From an optimization exercise on the open Yosys and OpenROAD flow, aimed at small area, a short achievable clock period and few clock cycles; shortcuts taken in it are not production practice.
RTL that was checked went through simulation tests only; none was proved equivalent to the original.
No functional check of the RTL was part of run 1.
Power figures rest on the tool's default switching activity, not on a simulated workload.

## flow/design.v (module list and top-level ports; edited modules follow where they fit)
// module sieve_engine: 2016 lines
module sieve_engine (
    input  wire        clk,
    input  wire        rst_n,
    input  wire        reg_we,
    input  wire [8:0]  reg_addr,
    input  wire [63:0] reg_wdata,
    output reg  [63:0] reg_rdata,
    input  wire [2:0]  win_addr,
    output wire [63:0] win_rdata,
    output wire        irq
);
  // ...
==> flow/run.sh <==
#!/bin/bash
# synth_recipe.tcl (not shown) runs the flow's synth.tcl, then flattens the netlist and writes it again
# the make line also repeats each setting of config.mk as NAME=value (left out here)
make -C /OpenROAD-flow-scripts/flow DESIGN_CONFIG=/design/flow/config.mk WORK_HOME=/design/flow/orfs CLKGATE_MAP_FILE= SYNTH_SCRIPT=/design/flow/synth_recipe.tcl finish
==> flow/config.mk <==
export PLATFORM = sky130hd
export DESIGN_NAME = sieve_engine
export DESIGN_NICKNAME = sieve_engine
export VERILOG_FILES = /design/flow/design.v
export SDC_FILE = /design/flow/constraint.sdc
export NUM_CORES = 8
export LEC_CHECK = 0
export CAP_MARGIN = 20
export CORE_MARGIN = 2
export CORE_UTILIZATION = 40
export SETUP_SLACK_MARGIN = 5
export SLEW_MARGIN = 20
export SYNTH_MEMORY_MAX_BITS = 16384
==> flow/constraint.sdc <==
create_clock -name core_clock -period 12.0 [get_ports {clk}]
set_input_delay 2.4000 -clock core_clock [delete_from_list [all_inputs] [get_ports {clk}]]
set_output_delay 2.4000 -clock core_clock [all_outputs]
set_load 0.01 [all_outputs]
==> results_dict.tcl, run 1 <==
set metrics [dict create \
    status "complete, no violations" \
    synth_fa_ha_area_share_pct 17.1 \
    cts.sinks 482 \
    synth_xor_area_share_pct 4.74 \
    worstSetupPathType "reg -> reg" \
    drive_gt1_share_pct 16.3 \
    post_cts_buffers 160 \
    grt_util_all_layers_pct 44.8 \
    synth.area.top_cells "dfrtp_1 (14%), ha_1 (9.1%), fa_1 (7.6%)" \
    synth-seq-cells 482 \
    max-slew-margin-rel_pct 5.23 \
    cts_tree "done" \
    num_rows 146 \
    nClkBuffers 75 \
    maxSlewViolCount 0 \
    largest_registers "arg0: 64 flops, arg1: 64 flops, segsize: 64 flops" \
    seq_share_pct 16.7 \
    synth_top_area_cell "dfrtp_1" \
    multi_input_area_share_pct 65.6 \
    power_leader "combinational cells" \
    final_area_um2 76100 \
    fmaxAchievable_mhz 140 \
    ctsResizeCount 646 \
    worst_slew_pin_slew_ns 1.41 \
    dpl_worst_slack_ns 3.26 \
    synthMuxAreaShare_pct 4.71 \
    worstReg2RegStart "ppc[0]$_DFFE_PP_" \
    p_comb_w 0.00874 \
    ir_worst_vdd_uv 457 \
    vias 73943 \
    dp_cells 10098 \
    synth_cell_types 112 \
    cap_viol_max_count 0 \
    post_synth_inst_count 8130 \
    synth_compound_area_share_pct 27.6 \
    finalSetupViolCount 0 \
    die-area_um2 162000 \
    path_max_fanout 42 \
    crit_path_end "res0[5]$_DFF_PN0_" \
    r2r_cells 25 \
    p_seq_share_pct 14.0 \
    synth-main-ff-cell "dfrtp_1" \
]
==> run 2: changes to the inputs <==
--- a/flow/design.v
+++ b/flow/design.v
@@ -795,13 +795,12 @@
     wire [10:0] cfg_div   = div60(arg0[10:0] - 11'd1);
     wire [5:0]  cfg_nb    = cfg_div[10:6] + 6'd2;
     wire        rb_range = (|arg0[63:6]) || (arg0[5:0] >= nblocks);
+    wire [15:0] rb_val   = bsv[arg0[4:0]*16 +: 16];
     wire [10:0] qn     = arg0[10:0];
     wire        q_range = (|arg0[63:11]) || (qn > limit);
     wire [10:0] q_div  = div60(qn - 11'd10);
     wire [4:0]  q_map  = rmap(q_div[5:0]);
-    wire [4:0]  bk_idx = opc[3] ? q_div[10:6] : arg0[4:0];
-    wire [15:0] rb_val = bsv[bk_idx*16 +: 16];
-    wire        q_bit  = rb_val[q_map[3:0]];
+    wire        q_bit  = bsv[{q_div[10:6], q_map[3:0]}];
     reg         q_v;
     always @(*) begin
         if (qn < 11'd2)
@@ -1740,7 +1739,8 @@
     assign wt[5] = (wt_key == 10'd32) | (wt_key == 10'd95) | (wt_key == 10'd96);
     integer gi;
     always @(posedge clk) begin
-        if (!ngroups[3]) begin
+        if (issue && legal && opc == 8'h04 && configured && segbase == 6'd0 &&
+            p_ok && !p_dup && !p_full) begin
             g_pc[ngroups[2:0]]    <= p_pc;
             g_first[ngroups[2:0]] <= nrecords[6:0];
         end
--- a/flow/config.mk
+++ b/flow/config.mk
@@ -7,7 +7,7 @@
 export LEC_CHECK = 0
 export CAP_MARGIN = 20
 export CORE_MARGIN = 2
-export CORE_UTILIZATION = 40
+export CORE_UTILIZATION = 30
 export SETUP_SLACK_MARGIN = 5
 export SLEW_MARGIN = 20
 export SYNTH_MEMORY_MAX_BITS = 16384
==> run 2 against run 1 <==
Hold slack got worse by 0.0022 ns. Sequential power about the same. Setup slack got worse by 0.088 ns. Utilization decreased by 11 points. Via count increased by 9.8%. Critical endpoint is now win_rdata[19]. Largest power group unchanged.
==> results_dict.tcl, run 2 <==
set metrics [dict create \
    status "complete, no violations" \
    dpl_worst_slack_ns 2.60 \
    drt_first_pass_iters 8 \
    p_leak_nw 33.6 \
    antenna_found_initial 49 \
    finalHoldViolCount 0 \
    tns_ns 0 \
    first_global_vias 76520 \
    largest_registers "arg0: 64 flops, arg1: 64 flops, segsize: 64 flops" \
    portBuffers 207 \
    netlist_area_um2 65700 \
    grt.overflow.total 0 \
    grt_util_all_layers_pct 41.3 \
    synth_fa_ha_area_share_pct 16.4 \
    ys_seq_area_share_pct 19.2 \
    vias 81212 \
    synth_top_area_share_pct 13.9 \
    yosysWarnings 1 \
    fmaxAchievable_mhz 139 \
    clock_skew_ns 0.0406 \
    cts.sinks 482 \
    post_synth_inst_count 8734 \
    worstPathRequired_ns 9.60 \
    grt_pass1_wl_um 649000 \
    syn_area_per_cell_um2 7.52 \
    start_util_pct 30.2 \
    cts_made_buffers 58 \
    synth.most_common_cell "nand2_1" \
    worst_slew_pin_slew_ns 1.25 \
    ioPinCount 208 \
    drive_gt1_share_pct 18.5 \
    h-tree-depth 2 \
    synth_top_area_cell "dfrtp_1" \
    path_max_fanout 13 \
    yosys.area_share.simple_pct 20.4 \
    p_total_w 0.0153 \
    synth_cell_types 94 \
    finalCriticalPeriod_ns 7.21 \
    fin_crit_sh_pct 60.1 \
    ys_async_sr_fraction_pct 75.9 \
    drt-vias-per-instance 6.74 \
    num_rows 171 \
    cp-end-kind "output port" \
    post-dp-hpwl_um 366000 \
    maxSlewViolCount 0 \
    globalplace.congestion 1.05 \
    synth_xor_area_share_pct 4.41 \
    fin_nets 9892 \
    core_area_um2 217000 \
    worstSetupPathType "reg -> out" \
    synth-seq-cells 482 \
    final_area_um2 81300 \
    cts_tree "done" \
    synth-main-ff-cell "dfrtp_1" \
    finalSetupViolCount 0 \
    synth-edff-count 115 \
    rsz0062_at_grt "yes" \
    cts_hold_buffers 0 \
    clock_latency_ns 0.70 \
    worst_slack_ns 4.79 \
    n_fill_cell 22704 \
    whs_ns 0.501 \
    synth_compound_area_share_pct 30.8 \
    die-area_um2 223000 \
    cp-start-kind "flop" \
    final_cell_mix "nand2_1 (1004), a21oi_1 (816), buf_4 (633)" \
    drc 0 \
    pwr_density_cell_nw_per_um2 188 \
    drt_iter0_markers 12184 \
    clkTransAtPathRegs_ns 0.07 \
    grt_start_max_net_pins 159 \
    die_w_um 472 \
    max-slew-margin-rel_pct 16.2 \
    routedWlPerCell_um 40.2 \
    synth_top_family_by_area "compound AO/OA/AOI/OAI gates" \
    final_common_cell "nand2_1" \
    clockBufferDepth 3 \
    antenna_left 0 \
    drt_wl_total_um 484000 \
    synthesis.nets 9516 \
    area_delta_synth_final_pct 23.7 \
    cp.arrival_ns 4.81 \
    r2r_slack_ns 4.90 \
    min_path_type "reg -> reg" \
    root_buffer "clkbuf_16" \
    cap_viol_max_count 0 \
    synth.area.top_cells "dfrtp_1 (14%), ha_1 (8.8%), fa_1 (7.3%)" \
    placed_cell_area_um2 72900 \
    synthMuxAreaShare_pct 2.28 \
    yosys-top-cells-count "nand2_1 (1030), a21oi_1 (933), nor2_1 (672), clkbuf_1 (548), inv_1 (516)" \
    fp.dieH_um 472 \
    ir_worst_vdd_uv 385 \
]
[run 2: cell types whose count changed in the layout (fill, tap and decap cells not counted), moves of 27 or more]
cell      change
a21oi_1     +120
buf_4       +202
nor2_1      -130
mux2i_1     -147
a21oi_2      +32
nand2_1     +310
o22ai_1      +29
a221oi_1     +56
o21ai_0      +73
o22a_1       -27
[run 2: power breakdown]
part | switching, W | internal (W) | leakage, nW
sequential | 0.0000525 | 0.00170 | 5.53
combinational | 0.00716 | 0.00442 | 27.1
clock | 0.000850 | 0.00113 | 0.997
[run 2: cells by family after synthesis]
| kind of cell | count (synthesis) |
|---|---|
| buffers and inverters | 1150 |
| muxes | 114 |
| xor gates and xnor gates | 331 |
| AOI/OAI and AO/OA | 3098 |
| and+or+nand+nor | 2842 |
| adders and majority gates | 717 |
| DFF | 482 |
[run 2: what timing repair did]
action / 4_1_cts / 5_1_grt
setup endpoints to repair: 317 / 173
resized for setup: 751 / 427
pin swaps: 116 / 188
setup buffers: 169 / 106
gates cloned: 16 / 7
[run 2: routing by layer]
layer | wire, um | vias to the layer above | track usage [%]
met5 | 218 | - | 0
met1 | 191000 | 40732 | 54.1
met2 | 199000 | 6042 | 59.6
met4 | 33700 | 34 | 23.3
met3 | 60600 | 1420 | 13.1
li1 | - | 32984 | -
[run 2: worst max-delay path, cell delays in order, from the launching register on]
cell and delay, ns:
dfrtp_2 0.61, buf_4 0.37, nor2b_1 0.23, nand3_1 0.32
a31o_2 0.43, a211oi_1 0.96, nor3_1 0.13, nor3_2 0.40
clkdlybuf4s50_1 0.64
[run 2: layout make-up]
type,count,area [um2],share of cell area (%)
clock buffers,78,1620,1.99
inverters,523,1990,2.45
flip-flops and latches,482,12700,15.7
well taps,2854,3570,4.39
diodes,32,80.1,0.0986
clock inverters,32,444,0.547
multi-input cells,7103,52400,64.5
repair buffers,942,8450,10.4
[run 2: worst paths after layout]
check,from,end,cells past startpoint
min,segsize[15]$_DFFE_PN0P_,segsize[15]$_DFFE_PN0P_,1
min reg2reg,segsize[15]$_DFFE_PN0P_,segsize[15]$_DFFE_PN0P_,1
min in group asynchronous,rst_n,segsize[43]$_DFFE_PN0P_,1
max reg2reg,res1_lo[0]$_DFF_PN0_,res0[5]$_DFF_PN0_,32
max in group asynchronous,rst_n,arg0[1]$_DFFE_PN0P_,3
max,segbase[4]$_DFF_PN0_,win_rdata[19],8
[run 2: stage by stage]
step / std cells / util (%)
final: 12046 / 37.4
after global placement: 11603 / 33.5
after CTS: 11899 / 36.0
after global routing: 12020 / 37.3
after detailed placement: 11604 / 33.5
after floorplan: 8734 / -
Testbench counts of run 2, summed over its fixed seeds: cycles 1,212.

## separate check: timing with driven ports
Ports are ideal in the flow. The routed layouts listed here were re-timed in OpenROAD.
Step 1: set_driving_cell puts a clkbuf_16 on clk and a buf_2 on each other input, an assumption about the parent block.
Step 2 also shifts input and output timing later by t, the mid clock arrival at the registers, as if the neighbouring blocks saw the same clock.
a / b / c = ideal / step 1 / step 2; a / b = the first two.
run | shift t [ns] | slack for setup (ns) | hold slack, ns | worst slew at a driven data input, ns | cell pins on the clock port's net
run 1 | 0.765 | 4.874 / 4.845 / 4.355 | 0.503 / 0.503 / 0.503 | 0.17 | 1
run 2 | 0.758 | 4.786 / 4.709 / 4.352 | 0.501 / 0.501 / 0.501 | 0.14 | 1
After both steps every run listed still meets setup and hold. For run 1, which loses most, drivers alone change the setup slack by -0.029 ns; drivers and shift together by -0.519 ns.
